This is an optimization exercise on Yosys and OpenROAD, whose aim is small area, a short achievable clock period and few clock cycles, not a production implementation.
Function not checked in this run: the RTL went through the layout flow alone.
No activity file was given, so power comes from the tool's default toggle rates.

$ cat flow/design.v
module orc_rle2_dec (
    input  wire        clk,
    input  wire        rst,          
    input  wire        cfg_signed,   
    input  wire        in_valid,
    input  wire [7:0]  in_data,
    output wire        in_ready,
    output wire        out_valid,
    output wire [63:0] out_data,
    output wire        out_last,     
    input  wire        out_ready,
    output wire        err           
);
    localparam [1:0] TAG_SR     = 2'd0;
    localparam [1:0] TAG_DIRECT = 2'd1;
    localparam [1:0] TAG_PB     = 2'd2;
    localparam [1:0] TAG_DELTA  = 2'd3;
    localparam [2:0] A_HDR0 = 3'd0;   
    localparam [2:0] A_HDR1 = 3'd1;   
    localparam [2:0] A_SRV  = 3'd2;   
    localparam [2:0] A_VAR  = 3'd3;   
    localparam [2:0] A_DATA = 3'd4;   
    localparam [2:0] A_ERR  = 3'd5;   
    function [6:0] width_of;
        input [4:0] code;
        begin
            if (code < 5'd24)
                width_of = {2'b00, code} + 7'd1;
            else if (code < 5'd28)
                width_of = 7'd26 + {4'd0, code[1:0], 1'b0};
            else
                width_of = 7'd40 + {2'd0, code[1:0], 3'b000};
        end
    endfunction
    function [63:0] zigzag_dec;
        input [63:0] z;
        begin
            zigzag_dec = (z >> 1) ^ {64{z[0]}};
        end
    endfunction
    reg [2:0]  astate;
    reg [1:0]  tag;
    reg        h0_len8;      
    reg [4:0]  h0_code;      
    reg [9:0]  arem;         
    reg        lone;         
    reg [6:0]  width;        
    reg signed [7:0] d;      
    reg [78:0] bb;           
    reg [3:0]  vi;           
    reg        vsel;         
    reg        ov;
    reg [63:0] od;
    reg        ol;
    reg [9:0]  brep;         
    reg        bmode;        
    reg [63:0] fd;           
    wire in_fire  = in_valid & in_ready;
    wire out_fire = ov & out_ready;
    wire tok_v    = ~d[7] & ((astate == A_SRV) | (astate == A_VAR) | (astate == A_DATA));
    wire is_var   = (astate == A_VAR);
    wire is_data  = (astate == A_DATA);
    wire tok_null = is_var & vsel & lone;            
    wire tok_add  = (is_data & (tag == TAG_DELTA)) | (is_var & vsel);
    wire tok_zz   = is_var | (cfg_signed & (tag != TAG_DELTA));
    wire tok_last = (astate == A_SRV) ? 1'b0 :
                    (is_var & ~vsel) ? lone : (arem == 10'd0);
    wire e_free   = (brep == 10'd0) & (~ov | out_ready);
    wire take     = tok_v & (tok_null | e_free);
    wire rep      = out_fire & (brep != 10'd0);
    wire [3:0]  sh   = d[3:0];
    wire [78:0] bsh  = bb >> sh;
    reg  [63:0] wmask;
    integer k;
    always @(*)
        for (k = 0; k < 64; k = k + 1)
            wmask[k] = (k < width);
    wire [63:0] ext  = bsh[63:0] & wmask;
    wire [63:0] ez   = tok_zz ? zigzag_dec(ext) : ext;
    wire        neg    = is_data & fd[63];
    wire [63:0] addend = (brep != 10'd0) ? fd : (neg ? ~ez : ez);
    wire [63:0] sum    = od + addend + {63'd0, neg & (brep == 10'd0)};
    wire dat_more = (arem != 10'd0) & (d < $signed({1'b0, width})) & (d < 8'sd8);
    assign in_ready = (astate == A_HDR0) | (astate == A_HDR1) |
                      (((astate == A_SRV) | is_var) & d[7]) |
                      (is_data & (d[7] | dat_more));
    assign out_valid = ov;
    assign out_data  = od;
    assign out_last  = ol;
    assign err       = (astate == A_ERR) & ~ov;
    wire [6:0] code_w = width_of(h0_code);
    always @(posedge clk) begin
        if (rst) begin
            astate  <= A_HDR0;
            tag     <= TAG_SR;
            h0_len8 <= 1'b0;
            h0_code <= 5'd0;
            arem    <= 10'd0;
            lone    <= 1'b0;
            width   <= 7'd0;
            d       <= -8'sd1;
            bb      <= 79'd0;
            vi      <= 4'd0;
            vsel    <= 1'b0;
        end else begin
            case (astate)
            A_HDR0: if (in_fire) begin
                tag     <= in_data[7:6];
                h0_code <= in_data[5:1];
                h0_len8 <= in_data[0];
                case (in_data[7:6])
                TAG_SR: begin
                    width  <= {1'b0, in_data[5:3], 3'b000} + 7'd8;
                    d      <= -$signed({1'b0, {1'b0, in_data[5:3], 3'b000} + 7'd8});
                    arem   <= {7'd0, in_data[2:0]} + 10'd2;
                    astate <= A_SRV;
                end
                TAG_DIRECT: begin
                    width  <= width_of(in_data[5:1]);
                    astate <= A_HDR1;
                end
                TAG_DELTA: begin
                    width  <= 7'd64;
                    astate <= A_HDR1;
                end
                default: astate <= A_ERR;
                endcase
            end
            A_HDR1: if (in_fire) begin
                arem <= {h0_len8, in_data};
                lone <= ({h0_len8, in_data} == 9'd0);
                if (tag == TAG_DELTA) begin
                    d      <= -8'sd1;
                    vi     <= 4'd0;
                    vsel   <= 1'b0;
                    astate <= A_VAR;
                end else begin
                    d      <= -$signed({1'b0, width});
                    astate <= A_DATA;
                end
            end
            A_SRV: begin
                if (in_fire) begin
                    bb <= {bb[70:0], in_data};
                    d  <= d + 8'sd8;
                end
                if (take)
                    astate <= A_HDR0;
            end
            A_VAR: begin
                if (in_fire) begin
                    if (vi == 4'd0)
                        bb[63:0] <= {57'd0, in_data[6:0]};
                    else if (vi < 4'd9)
                        bb[7*vi +: 7] <= in_data[6:0];
                    else if (vi == 4'd9)
                        bb[63] <= in_data[0];
                    if (vi != 4'd15)
                        vi <= vi + 4'd1;
                    if (!in_data[7])
                        d <= 8'sd0;
                end
                if (take) begin
                    arem <= arem - 10'd1;
                    if (!vsel) begin
                        vsel <= 1'b1;
                        vi   <= 4'd0;
                        d    <= -8'sd1;
                    end else if (lone || h0_code == 5'd0 || arem == 10'd0) begin
                        astate <= A_HDR0;
                    end else begin
                        width  <= code_w;
                        d      <= -$signed({1'b0, code_w});
                        astate <= A_DATA;
                    end
                end
            end
            A_DATA: begin
                if (in_fire)
                    bb <= {bb[70:0], in_data};
                d <= d + (in_fire ? 8'sd8 : 8'sd0)
                       - (take ? $signed({1'b0, width}) : 8'sd0);
                if (take) begin
                    arem <= arem - 10'd1;
                    if (arem == 10'd0)
                        astate <= A_HDR0;
                end
            end
            A_ERR: ;
            default: astate <= A_HDR0;
            endcase
        end
    end
    always @(posedge clk) begin
        if (rst) begin
            ov    <= 1'b0;
            od    <= 64'd0;
            ol    <= 1'b0;
            brep  <= 10'd0;
            bmode <= 1'b0;
            fd    <= 64'd0;
        end else if (take && !tok_null) begin
            ov <= 1'b1;
            ol <= tok_last;
            od <= tok_add ? sum : ez;
            if (is_var && vsel) begin
                fd    <= ez;
                bmode <= 1'b1;
                brep  <= (h0_code == 5'd0) ? arem : 10'd0;
            end else begin
                bmode <= 1'b0;
                brep  <= (astate == A_SRV) ? arem : 10'd0;
            end
        end else if (rep) begin
            brep <= brep - 10'd1;
            ol   <= (brep == 10'd1);
            if (bmode)
                od <= sum;
        end else if (out_fire) begin
            ov <= 1'b0;
        end
    end
endmodule
$ cat flow/run.sh
#!/bin/bash
# synth_recipe.tcl (not shown) runs the flow's synth.tcl, then flattens the netlist and writes it again
# the make line also repeats each setting of config.mk as NAME=value (left out here)
make -C /OpenROAD-flow-scripts/flow DESIGN_CONFIG=/design/flow/config.mk WORK_HOME=/design/flow/orfs CLKGATE_MAP_FILE= SYNTH_SCRIPT=/design/flow/synth_recipe.tcl finish
$ cat flow/config.mk
export PLATFORM = sky130hd
export DESIGN_NAME = orc_rle2_dec
export DESIGN_NICKNAME = orc_rle2_dec
export VERILOG_FILES = /design/flow/design.v
export SDC_FILE = /design/flow/constraint.sdc
export NUM_CORES = 4
export LEC_CHECK = 0
export CAP_MARGIN = 20
export CORE_MARGIN = 2
export CORE_UTILIZATION = 35
export SLEW_MARGIN = 20
$ cat flow/constraint.sdc
create_clock -name core_clock -period 10.0 [get_ports {clk}]
set_input_delay 2.0000 -clock core_clock [delete_from_list [all_inputs] [get_ports {clk}]]
set_output_delay 2.0000 -clock core_clock [all_outputs]
set_load 0.01 [all_outputs]
==> impl_metrics.json <==
{
  "status": "complete, no violations",
  "slowest_delay_ns": 0.71,
  "clock_latency_ns": 0.56,
  "cts_setup_buffers": 0,
  "critPathCaptureType": "flip-flop",
  "drt-initial-drc-count": 2113,
  "finalCriticalPeriod_ns": 7.15,
  "clockBufferDepth": 3,
  "worst-path-max-fanout": 11,
  "pwr-share-clk_pct": 22.3,
  "final_util_pct": 38.7,
  "drt_first_pass_iters": 5,
  "antenna_found_initial": 0,
  "num_vias": 24000,
  "maxSlewViolCount": 0,
  "leakagePower_nw": 9.84,
  "ys_seq_area_share_pct": 21.6,
  "p_int_mw": 3.19,
  "grt_pass1_wl_um": 130000,
  "ys.warnings.count": 1,
  "cts.sinks": 262,
  "rr_worst_depth": 21,
  "dieArea_um2": 71400,
  "final_cell_mix": "440 x nand2_1, 420 x nor2_1, 316 x a21oi_1",
  "final_cell_area_um2": 26500,
  "routed_via_density": 5.85,
  "place_area_um2": 25400,
  "die-width_um": 267,
  "syn-cell-area_um2": 24200,
  "diodes": 0,
  "synthArstFlopShare_pct": 0,
  "nets": 3271,
  "initial_core_util_pct": 35.3,
  "rsz0062_at_grt": "no",
  "ir_worst_vdd_uv": 141,
  "synthesis.nets": 3382,
  "place_hpwl_um": 59600,
  "grt_pass1_vias": 22100,
  "fin_crit_sh_pct": 71.5,
  "worst_pin_slew_ns": 1.24,
  "setup_viol": 0,
  "fin_tns_setup_ns": 0,
  "post_cts_resized": 0,
  "cts-root-buf": "clkbuf_16",
  "path_cells": "clkdlybuf4s50_1, a21oi_1, nor2_1, xnor2_1, xnor2_1, nor2_1, a21oi_1, fa_1, inv_1, fa_1, a21oi_1, o221ai_1, a221oi_2, nor4_1, a2111oi_0, nor2_1, a21o_1, nor3b_1, o221ai_1, o21ai_1",
  "num_rows": 96,
  "cpMaxStageDelayCell": "a21oi_1",
  "overflow": 0,
  "finalClockSkew_ns": 0.0315,
  "power.density_nw_per_um2": 224,
  "critPathRequiredTime_ns": 10.41,
  "p_switching_mw": 2.74,
  "gp_congestion": 0.950,
  "finalHoldViolations": 0,
  "mostFrequentLayoutCell": "nand2_1",
  "p_sw_share_pct": 46.2,
  "ys_seq_elements": 262,
  "hold_path.class": "flip-flop to flip-flop",
  "grt_max_degree": 114,
  "p_seq_share_pct": 25.3,
  "routed_wl_um": 83900,
  "worstSetupPathType": "primary input to flip-flop",
  "slew_headroom_pct": 16.7,
  "cts_tree": "done",
  "synth_ff_type": "dfxtp_1",
  "globalRouteTotalUtil_pct": 22.9,
  "drive_above_1_share_pct": 8.09,
  "syn_to_final_growth_pct": 9.49,
  "arrival_ns": 7.56,
  "avgSynthCellArea_um2": 7.43,
  "cts_hold_buf": 0,
  "drc": 0,
  "hold_ws_ns": 0.454,
  "synth_edf_count": 0,
  "portBuffers": 80,
  "cap_viol_max_count": 0,
  "coreArea_um2": 68600,
  "min_path_cells": 2,
  "combinationalPowerShare_pct": 52.3,
  "wl_per_cell_um": 20.4,
  "ys_types": 97,
  "cts_inserted_buffers": 34,
  "fmax_ghz": 0.140,
  "ant_nets": 0,
  "ios": 81,
  "h-tree-depth": 2,
  "power_mw": 5.93,
  "fp.dieH_um": 267,
  "path_clk_slew_ns": 0.06,
  "synth_cells": 3263,
  "start_kind": "primary input"
}
==> routing by layer <==
metal / vias to the layer above / wire [um] / share of wire, % / global-route usage (%)
met3: 146 / 4590 / 5.5 / 3.01
li1: 11600 / - / - / -
met5: - / 0 / 0 / 0
met4: 0 / 2370 / 2.8 / 6.77
met1: 11500 / 38900 / 46 / 31.7
met2: 754 / 38000 / 45 / 36.9
==> power groups by stage <==
stage	registers, mW	logic, mW	clock network (mW)
global route	1.53	3.40	1.39
detailed placement	1.52	3.06	0
finish	1.50	3.11	1.32
CTS	1.50	3.07	1.35
floorplan	1.36	2.45	0
global placement	1.52	3.04	0
==> Yosys cell counts (17+ instances only) <==
cell type  number  area (um2)
buf_1          18        67.6
a21oi_1       316        1580
or3_1          22         138
dfxtp_1       262        5250
a221oi_1       25         219
o21ai_0       156         781
o21ai_2        20         175
ha_1          102        1280
mux2_2         26         293
a22o_1         40         350
nor2_1        422        1580
nand2_1       441        1660
nand4_1        19         119
mux2i_1        78         781
xnor2_1        78         683
a31oi_1        28         175
o211ai_1       49         368
and3_1         27         169
xor2_1        129        1130
clkbuf_1      169         634
mux4_2         65        1460
nor3_1         73         365
a22oi_1        65         488
nand3_1        67         335
and2_1         17         106
a211oi_1      109         818
inv_1          48         180
o21ai_1        33         165
buf_2          53         265
a21o_1         45         338
==> critical path: cells and delay by family <==
family	cells	cell delay, ns
AOI/OAI and AO/OA	9	3.24
xor gates and xnor gates	2	0.47
adders and majority gates	2	0.63
buffers and inverters	2	0.48
and+or+nand+nor	5	0.72
==> area by class of cell <==
cell class / count / area (um2)
Inverter: 51 / 191
Tap cell: 931 / 1160
Clock inverter: 12 / 193
Fill cell: 7224 / 42000
Timing Repair Buffer: 121 / 1120
Multi-Input combinational cell: 2682 / 17600
Sequential cell: 262 / 5260
Clock buffer: 47 / 981
==> registers in the layout, summed over array words and instances, names as in the netlist, 4 cells and up <==
signal	flops
arem	10
width	7
d	8
brep	10
bb	79
od	64
fd	64
vi	4
h0_code	5
==> worst paths after layout <==
path / slack, ns / to / from
max: 2.85 / od[56] / cfg_signed
min: 0.45 / fd[59] / fd[59]
max reg2reg: 2.98 / od[56] / d[1]
min reg2reg: 0.45 / fd[59] / fd[59]
==> metrics by stage <==
stage | instances | setup WS [ns]
final | 4106 | 2.85
after global routing | 4106 | 2.43
after CTS | 4106 | 2.88
after detailed placement | 4047 | 2.34
after global placement | 4047 | 2.35
after floorplan | 3263 | 4.24
==> cell families after synthesis <==
kind of cell / Yosys count / synth area share (%)
fa+ha+maj: 106 / 5.60
xor+xnor: 207 / 7.48
compound gates: 1029 / 27.9
buf+inv: 319 / 5.97
mux: 171 / 10.6
simple gates: 1169 / 20.8
flops: 262 / 21.6

[separate check: timing with driven ports]
Ports are ideal in the flow. The routed layout listed here was re-timed in OpenROAD. Step 1, drivers: a clkbuf_16 drives clk and a buf_2 each remaining input, both assumed. Step 2 also shifts input and output timing later by t, the mid clock arrival at the registers, as if the neighbouring blocks saw the same clock. a / b / c = ideal / step 1 / step 2; a / b = the first two.
t (ns): 0.610
setup slack, ns: 2.845 / 2.853 / 2.243
worst hold slack (ns): 0.454 / 0.454 / 0.454
After both steps this run still meets setup and hold. For this run, drivers alone change the setup slack by +0.008 ns; drivers and shift together by -0.602 ns.
